What follows belongs to an exercise in optimizing a design on an open flow for small area, a short achievable clock period and few clock cycles; a production flow would make more cautious choices.

==> inputs of run a <==
==> flow/design.v <==
module xxtea_engine (
    input  wire         clk,
    input  wire         rst,       
    input  wire         start,     
    input  wire         decrypt,   
    input  wire [3:0]   nwords,    
    input  wire [127:0] key,       
    input  wire [255:0] din,       
    output wire         ready,
    output reg          done,
    output reg          err,
    output wire [255:0] dout
);
    localparam [31:0] DELTA = 32'h9E3779B9;
    localparam [2:0] S_IDLE = 3'd0, S_PRE1 = 3'd1, S_PRE2 = 3'd2, S_RUN = 3'd3,
                     S_FIN = 3'd4;
    reg [31:0] s [0:7];      
    reg [31:0] k [0:3];      
    reg [31:0] c, y, z;      
    reg [31:0] kw;           
    reg [2:0]  st;
    reg        dec;
    reg        d2;           
    reg        d3;           
    reg [2:0]  last;         
    reg [2:0]  p;            
    reg [2:0]  q;            
    reg [2:0]  pw;           
    reg        wr;           
    reg [5:0]  rleft;        
    reg [31:0] sum;
    reg [2:0]  p_n;          
    reg [31:0] sum_n;
    integer i;
    reg [5:0]  rounds;
    reg [31:0] sum_dec0;
    always @* begin
        case (nwords)
            4'd2:    begin rounds = 6'd32; sum_dec0 = 32'hC6EF3720; end
            4'd3:    begin rounds = 6'd23; sum_dec0 = 32'h36FBEF9F; end
            4'd4:    begin rounds = 6'd19; sum_dec0 = 32'hBE1E08BB; end
            4'd5:    begin rounds = 6'd16; sum_dec0 = 32'hE3779B90; end
            4'd6:    begin rounds = 6'd14; sum_dec0 = 32'hA708A81E; end
            4'd7:    begin rounds = 6'd13; sum_dec0 = 32'h08D12E65; end
            4'd8:    begin rounds = 6'd12; sum_dec0 = 32'h6A99B4AC; end
            default: begin rounds = 6'd0;  sum_dec0 = 32'h00000000; end
        endcase
    end
    wire        run  = (st == S_RUN);
    wire        idle = (st == S_IDLE);
    wire        pre  = (st == S_PRE1) || (st == S_PRE2);
    wire [31:0] x    = s[q];
    wire [31:0] wv   = dec ? y : z;    
    wire [31:0] mx  = (((y >> 5) ^ (z << 2)) + ((z >> 3) ^ (y << 4))) ^
                      ((sum ^ z) + (kw ^ y));
    wire [31:0] nv  = ((c ^ {32{dec}}) + mx) ^ {32{dec}};
    wire round_end = dec ? (p == 3'd0) : (p == last);
    wire [2:0] q_nxt = (q == last) ? 3'd0 : q + 3'd1;
    wire [2:0] q_prv = (q == 3'd0) ? last : q - 3'd1;
    assign ready = idle;
    genvar gi;
    generate
        for (gi = 0; gi < 8; gi = gi + 1) begin : g_out
            assign dout[32*gi +: 32] = s[gi];
        end
    endgenerate
    always @(posedge clk) begin
        for (i = 0; i < 8; i = i + 1)
            if (idle)
                s[i] <= din[32*i +: 32];
            else if (wr && pw == i)
                s[i] <= wv;
    end
    always @(posedge clk)
        if (idle)
            for (i = 0; i < 4; i = i + 1)
                k[i] <= key[32*i +: 32];
    wire        y_nv = !pre && (dec || d2);
    wire        z_nv = !pre && !(dec && !d2);
    wire [31:0] c_d  = (pre && !dec) ? s[0] : (dec ? z : y);
    wire [31:0] xf   = (!pre && d3) ? wv : x;
    wire [31:0] y_o  = pre ? (dec ? s[0] : s[1]) : xf;
    wire [31:0] z_o  = xf;
    wire [31:0] y_d  = y_nv ? nv : y_o;
    wire [31:0] z_d  = z_nv ? nv : z_o;
    always @(posedge clk) begin
        c <= c_d;
        y <= y_d;
        z <= z_d;
    end
    wire [2:0]  p_step   = round_end ? (dec ? last : 3'd0) : (dec ? p - 3'd1 : p + 3'd1);
    wire [31:0] sum_step = round_end ? (dec ? sum - DELTA : sum + DELTA) : sum;
    always @* begin
        if (idle) begin
            p_n   = decrypt ? nwords[2:0] - 3'd1 : 3'd0;
            sum_n = decrypt ? sum_dec0 : DELTA;
        end else if (run) begin
            p_n   = p_step;
            sum_n = sum_step;
        end else begin
            p_n   = p;
            sum_n = sum;
        end
    end
    wire [1:0] kidx_n = run ? (p_step[1:0] ^ sum_step[3:2]) : (p[1:0] ^ sum[3:2]);
    always @(posedge clk) begin
        p   <= p_n;
        sum <= sum_n;
        kw  <= k[kidx_n];
        pw  <= p;
        wr  <= run;
    end
    always @(posedge clk) begin
        if (rst) begin
            st   <= S_IDLE;
            done <= 1'b0;
            err  <= 1'b0;
        end else begin
            done <= 1'b0;
            case (st)
                S_IDLE: if (start) begin
                    dec   <= decrypt;
                    d2    <= (nwords == 4'd2);
                    d3    <= (nwords == 4'd3);
                    last  <= nwords[2:0] - 3'd1;
                    rleft <= rounds;
                    q     <= nwords[2:0] - 3'd1;
                    if (nwords == 4'd0 || nwords > 4'd8) begin
                        err  <= 1'b1;
                        done <= 1'b1;
                    end else if (nwords == 4'd1) begin
                        err  <= 1'b0;
                        done <= 1'b1;
                    end else begin
                        err  <= 1'b0;
                        st   <= S_PRE1;
                    end
                end
                S_PRE1: begin
                    if (dec) begin
                        st <= S_PRE2;
                        q  <= q_prv;
                    end else begin
                        st <= S_RUN;
                        q  <= d2 ? 3'd0 : 3'd2;
                    end
                end
                S_PRE2: begin
                    st <= S_RUN;
                    q  <= q_prv;
                end
                S_RUN: begin
                    q <= dec ? q_prv : q_nxt;
                    if (round_end) begin
                        rleft <= rleft - 6'd1;
                        if (rleft == 6'd1)
                            st <= S_FIN;
                    end
                end
                default: begin
                    st   <= S_IDLE;
                    done <= 1'b1;
                end
            endcase
        end
    end
endmodule
==> flow/flow/run.sh <==
#!/bin/bash
# The standard layout, with buf_1 port buffers and a larger setup repair margin.
set -euo pipefail
export BUFFER_PORTS_ARGS="-buffer_cell sky130_fd_sc_hd__buf_1"
export SETUP_SLACK_MARGIN=7.0
bash standard.sh > standard.log 2>&1
==> flow/standard.sh <==
#!/bin/bash
# synth_recipe.tcl (not shown) runs the flow's synth.tcl, then flattens the netlist and writes it again
# the make line also repeats each setting of config.mk as NAME=value (left out here)
make -C /OpenROAD-flow-scripts/flow DESIGN_CONFIG=/design/flow/config.mk WORK_HOME=/design/flow/orfs CLKGATE_MAP_FILE= SYNTH_SCRIPT=/design/flow/synth_recipe.tcl "${@:-finish}"
==> flow/config.mk <==
export PLATFORM = sky130hd
export DESIGN_NAME = xxtea_engine
export DESIGN_NICKNAME = xxtea_engine
export VERILOG_FILES = /design/flow/design.v
export SDC_FILE = /design/flow/constraint.sdc
export NUM_CORES = 4
export LEC_CHECK = 0
export ABC_AREA = 1
export CAP_MARGIN = 20
export CORE_MARGIN = 2
export CORE_UTILIZATION = 40
export PLACE_DENSITY = 0.7
export SLEW_MARGIN = 20
==> flow/constraint.sdc <==
create_clock -name core_clock -period 11.0 [get_ports {clk}]
set_input_delay 2.2000 -clock core_clock [delete_from_list [all_inputs] [get_ports {clk}]]
set_output_delay 2.2000 -clock core_clock [all_outputs]
set_load 0.01 [all_outputs]
==> run b (differences from run a) <==
--- a/flow/design.v
+++ b/flow/design.v
@@ -12,21 +12,16 @@
     output wire [255:0] dout
 );
     localparam [31:0] DELTA = 32'h9E3779B9;
-    localparam [2:0] S_IDLE = 3'd0, S_PRE1 = 3'd1, S_PRE2 = 3'd2, S_RUN = 3'd3,
-                     S_FIN = 3'd4;
+    localparam [1:0] S_IDLE = 2'd0, S_PRE1 = 2'd1, S_PRE2 = 2'd2, S_RUN = 2'd3;
     reg [31:0] s [0:7];      
     reg [31:0] k [0:3];      
     reg [31:0] c, y, z;      
-    reg [31:0] kw;           
-    reg [2:0]  st;
+    reg [1:0]  st;
     reg        dec;
     reg        d2;           
-    reg        d3;           
     reg [2:0]  last;         
     reg [2:0]  p;            
     reg [2:0]  q;            
-    reg [2:0]  pw;           
-    reg        wr;           
     reg [5:0]  rleft;        
     reg [31:0] sum;
     reg [2:0]  p_n;          
@@ -46,11 +41,10 @@
             default: begin rounds = 6'd0;  sum_dec0 = 32'h00000000; end
         endcase
     end
-    wire        run  = (st == S_RUN);
+    wire        run = (st == S_RUN);
     wire        idle = (st == S_IDLE);
-    wire        pre  = (st == S_PRE1) || (st == S_PRE2);
-    wire [31:0] x    = s[q];
-    wire [31:0] wv   = dec ? y : z;    
+    wire [31:0] x   = s[q];
+    reg  [31:0] kw;          
     wire [31:0] mx  = (((y >> 5) ^ (z << 2)) + ((z >> 3) ^ (y << 4))) ^
                       ((sum ^ z) + (kw ^ y));
     wire [31:0] nv  = ((c ^ {32{dec}}) + mx) ^ {32{dec}};
@@ -68,47 +62,45 @@
         for (i = 0; i < 8; i = i + 1)
             if (idle)
                 s[i] <= din[32*i +: 32];
-            else if (wr && pw == i)
-                s[i] <= wv;
+            else if (run && p == i)
+                s[i] <= nv;
     end
     always @(posedge clk)
         if (idle)
             for (i = 0; i < 4; i = i + 1)
                 k[i] <= key[32*i +: 32];
+    wire pre = (st == S_PRE1) || (st == S_PRE2);
+    wire [31:0] c_d = (pre && !dec) ? s[0] : (dec ? z : y);
     wire        y_nv = !pre && (dec || d2);
     wire        z_nv = !pre && !(dec && !d2);
-    wire [31:0] c_d  = (pre && !dec) ? s[0] : (dec ? z : y);
-    wire [31:0] xf   = (!pre && d3) ? wv : x;
-    wire [31:0] y_o  = pre ? (dec ? s[0] : s[1]) : xf;
-    wire [31:0] z_o  = xf;
+    wire [31:0] y_o  = pre ? (dec ? s[0] : s[1]) : x;
     wire [31:0] y_d  = y_nv ? nv : y_o;
-    wire [31:0] z_d  = z_nv ? nv : z_o;
+    wire [31:0] z_d  = z_nv ? nv : x;
     always @(posedge clk) begin
         c <= c_d;
         y <= y_d;
         z <= z_d;
     end
-    wire [2:0]  p_step   = round_end ? (dec ? last : 3'd0) : (dec ? p - 3'd1 : p + 3'd1);
-    wire [31:0] sum_step = round_end ? (dec ? sum - DELTA : sum + DELTA) : sum;
     always @* begin
+        p_n   = p;
+        sum_n = sum;
         if (idle) begin
             p_n   = decrypt ? nwords[2:0] - 3'd1 : 3'd0;
             sum_n = decrypt ? sum_dec0 : DELTA;
         end else if (run) begin
-            p_n   = p_step;
-            sum_n = sum_step;
-        end else begin
-            p_n   = p;
-            sum_n = sum;
+            if (round_end) begin
+                p_n   = dec ? last : 3'd0;
+                sum_n = dec ? sum - DELTA : sum + DELTA;
+            end else begin
+                p_n   = dec ? p - 3'd1 : p + 3'd1;
+            end
         end
     end
-    wire [1:0] kidx_n = run ? (p_step[1:0] ^ sum_step[3:2]) : (p[1:0] ^ sum[3:2]);
+    wire [1:0] kidx_n = run ? (p_n[1:0] ^ sum_n[3:2]) : (p[1:0] ^ sum[3:2]);
     always @(posedge clk) begin
         p   <= p_n;
         sum <= sum_n;
         kw  <= k[kidx_n];
-        pw  <= p;
-        wr  <= run;
     end
     always @(posedge clk) begin
         if (rst) begin
@@ -121,7 +113,6 @@
                 S_IDLE: if (start) begin
                     dec   <= decrypt;
                     d2    <= (nwords == 4'd2);
-                    d3    <= (nwords == 4'd3);
                     last  <= nwords[2:0] - 3'd1;
                     rleft <= rounds;
                     q     <= nwords[2:0] - 3'd1;
@@ -149,17 +140,15 @@
                     st <= S_RUN;
                     q  <= q_prv;
                 end
-                S_RUN: begin
+                default: begin
                     q <= dec ? q_prv : q_nxt;
                     if (round_end) begin
                         rleft <= rleft - 6'd1;
-                        if (rleft == 6'd1)
-                            st <= S_FIN;
+                        if (rleft == 6'd1) begin
+                            st   <= S_IDLE;
+                            done <= 1'b1;
+                        end
                     end
-                end
-                default: begin
-                    st   <= S_IDLE;
-                    done <= 1'b1;
                 end
             endcase
         end
==> flow/flow/run.sh (replaced) <==
#!/bin/bash
# The standard layout, with buf_1 port buffers and a larger setup repair margin.
set -euo pipefail
export BUFFER_PORTS_ARGS="-buffer_cell sky130_fd_sc_hd__buf_1"
export SETUP_SLACK_MARGIN=6.0
bash standard.sh > standard.log 2>&1
PLACE_DENSITY = 0.6   (was 0.7)
==> run c (differences from run a) <==
==> flow/design.v (replaced) <==
module xxtea_engine (
    input  wire         clk,
    input  wire         rst,       
    input  wire         start,     
    input  wire         decrypt,   
    input  wire [3:0]   nwords,    
    input  wire [127:0] key,       
    input  wire [255:0] din,       
    output wire         ready,
    output reg          done,
    output reg          err,
    output wire [255:0] dout
);
    localparam [31:0] DELTA = 32'h9E3779B9;
    localparam [1:0] S_IDLE = 2'd0, S_PRE1 = 2'd1, S_PRE2 = 2'd2, S_RUN = 2'd3;
    reg [31:0] s [0:7];      
    reg [31:0] k [0:3];      
    reg [31:0] c, y, z;      
    reg [1:0]  st;
    reg        dec;
    reg        d2;           
    reg [2:0]  last;         
    reg [2:0]  p;            
    reg [2:0]  q;            
    reg [5:0]  rleft;        
    reg [31:0] sum;
    integer i;
    reg [5:0]  rounds;
    reg [31:0] sum_dec0;
    always @* begin
        case (nwords)
            4'd2:    begin rounds = 6'd32; sum_dec0 = 32'hC6EF3720; end
            4'd3:    begin rounds = 6'd23; sum_dec0 = 32'h36FBEF9F; end
            4'd4:    begin rounds = 6'd19; sum_dec0 = 32'hBE1E08BB; end
            4'd5:    begin rounds = 6'd16; sum_dec0 = 32'hE3779B90; end
            4'd6:    begin rounds = 6'd14; sum_dec0 = 32'hA708A81E; end
            4'd7:    begin rounds = 6'd13; sum_dec0 = 32'h08D12E65; end
            4'd8:    begin rounds = 6'd12; sum_dec0 = 32'h6A99B4AC; end
            default: begin rounds = 6'd0;  sum_dec0 = 32'h00000000; end
        endcase
    end
    wire        run = (st == S_RUN);
    wire        idle = (st == S_IDLE);
    wire [31:0] x   = s[q];
    wire [1:0]  e   = sum[3:2];
    wire [31:0] kw  = k[p[1:0] ^ e];
    wire [31:0] mx  = (((y >> 5) ^ (z << 2)) + ((z >> 3) ^ (y << 4))) ^
                      ((sum ^ z) + (kw ^ y));
    wire [31:0] nv  = ((c ^ {32{dec}}) + mx) ^ {32{dec}};
    wire round_end = dec ? (p == 3'd0) : (p == last);
    wire [2:0] p_nxt = (p == last) ? 3'd0 : p + 3'd1;
    wire [2:0] p_prv = (p == 3'd0) ? last : p - 3'd1;
    wire [2:0] q_nxt = (q == last) ? 3'd0 : q + 3'd1;
    wire [2:0] q_prv = (q == 3'd0) ? last : q - 3'd1;
    assign ready = idle;
    genvar gi;
    generate
        for (gi = 0; gi < 8; gi = gi + 1) begin : g_out
            assign dout[32*gi +: 32] = s[gi];
        end
    endgenerate
    always @(posedge clk) begin
        for (i = 0; i < 8; i = i + 1)
            if (idle)
                s[i] <= din[32*i +: 32];
            else if (run && p == i)
                s[i] <= nv;
    end
    always @(posedge clk) begin
        if (idle) begin
            for (i = 0; i < 4; i = i + 1)
                k[i] <= key[32*i +: 32];
            c <= din[31:0];
            y <= decrypt ? din[31:0] : din[63:32];
        end else begin
            if (run) begin
                if (dec) begin
                    c <= z;
                    y <= nv;
                    z <= d2 ? nv : x;
                end else begin
                    c <= y;
                    y <= d2 ? nv : x;
                    z <= nv;
                end
            end else begin
                if (st == S_PRE2) c <= z;
                z <= x;
            end
        end
    end
    always @(posedge clk) begin
        if (rst) begin
            st   <= S_IDLE;
            done <= 1'b0;
            err  <= 1'b0;
        end else begin
            done <= 1'b0;
            case (st)
                S_IDLE: if (start) begin
                    dec   <= decrypt;
                    d2    <= (nwords == 4'd2);
                    last  <= nwords[2:0] - 3'd1;
                    rleft <= rounds;
                    sum   <= decrypt ? sum_dec0 : DELTA;
                    p     <= decrypt ? nwords[2:0] - 3'd1 : 3'd0;
                    q     <= nwords[2:0] - 3'd1;
                    if (nwords == 4'd0 || nwords > 4'd8) begin
                        err  <= 1'b1;
                        done <= 1'b1;
                    end else if (nwords == 4'd1) begin
                        err  <= 1'b0;
                        done <= 1'b1;
                    end else begin
                        err  <= 1'b0;
                        st   <= S_PRE1;
                    end
                end
                S_PRE1: begin
                    if (dec) begin
                        st <= S_PRE2;
                        q  <= q_prv;
                    end else begin
                        st <= S_RUN;
                        q  <= d2 ? 3'd0 : 3'd2;
                    end
                end
                S_PRE2: begin
                    st <= S_RUN;
                    q  <= q_prv;
                end
                default: begin
                    q <= dec ? q_prv : q_nxt;
                    if (round_end) begin
                        p     <= dec ? last : 3'd0;
                        sum   <= dec ? sum - DELTA : sum + DELTA;
                        rleft <= rleft - 6'd1;
                        if (rleft == 6'd1) begin
                            st   <= S_IDLE;
                            done <= 1'b1;
                        end
                    end else begin
                        p <= dec ? p - 3'd1 : p + 3'd1;
                    end
                end
            endcase
        end
    end
endmodule
==> flow/flow/run.sh (replaced) <==
#!/bin/bash
set -euo pipefail
export BUFFER_PORTS_ARGS="-buffer_cell sky130_fd_sc_hd__buf_1"
export SETUP_SLACK_MARGIN=7.0
bash standard.sh > standard.log 2>&1
PLACE_DENSITY = 0.6   (was 0.7)
==> qor summary <==
Area post-placement: run b 36500 µm²; run c 37200 µm²; run a 37600 µm²
Fraction of the mapped netlist area in adder cells: run b 5.81%; run c 5.84%; run a 5.29%
Number of distinct library cells after synthesis: run b 61; run c 69; run a 54
Period utilisation layout: run b 44.0%; run c 51.4%; run a 36.1%
Multi-input gate share of the layout cell area: run b 41.1%; run c 43.4%; run a 43.0%
Hold slack final: run b 446 ps; run c 568 ps; run a 450 ps
Req. time, crit path: run b 11380 ps; run c 11370 ps; run a 11500 ps
Number of sequential cells: run b 565; run c 533; run a 571
Nets in the synthesized netlist: run b 4337; run c 4265; run a 4705
Number of global-route vias before repair: run b 29700; run c 30500; run a 31700
Synthesized-area fraction occupied by ao, oa, aoi and oai cells: run b 12.3%; run c 14.0%; run a 9.97%
Overall global routing resource usage: run b 36.7%; run c 33.6%; run a 34.4%
Number of buffers inserted during clock tree synthesis: run b 67; run c 59; run a 67
Fraction of the mapped netlist area in simple logic gates: run b 21.4%; run c 20.1%; run a 26.0%
Run status: run b complete, no violations; run c complete, no violations; run a complete, no violations
No run of this note included a check of the RTL's function; only the layout flow was run.

-- re-timing with driven ports --
The results above use ideal ports. As a check the final layouts listed here were re-extracted and re-timed, cells and wires unchanged. Step 1 (the two cells are an assumption about what drives the block):
set clk [get_ports {clk}]
set_driving_cell -lib_cell sky130_fd_sc_hd__clkbuf_16 $clk
set_driving_cell -lib_cell sky130_fd_sc_hd__buf_2 [delete_from_list [all_inputs] $clk]
Step 2, shift: input delay + t, output delay - t, t = (earliest + latest rising clock arrival at the registers) / 2. This alone moves slack from input paths to output paths. a / b / c = no drivers / after step 1 / after step 2; a / b = the first two.
| run | t, ns | slack for setup (ns) | hold WS [ns] | clock arrival spread, ns | pins driven straight from the clock port |
|---|---|---|---|---|---|
| run a | 0.689 | 7.025 / 7.000 / 6.556 | 0.450 / 0.450 / 0.450 | 0.042 / 0.042 | 1 |
| run b | 0.695 | 6.158 / 6.158 / 5.558 | 0.446 / 0.446 / 0.446 | 0.057 / 0.057 | 1 |
| run c | 0.704 | 5.342 / 5.342 / 5.342 | 0.568 / 0.568 / 0.568 | 0.081 / 0.082 | 1 |
After both steps every run listed still meets setup and hold. The setup slack of run b, which loses most, moves by 0.000 ns with the drivers and by -0.600 ns with both steps.
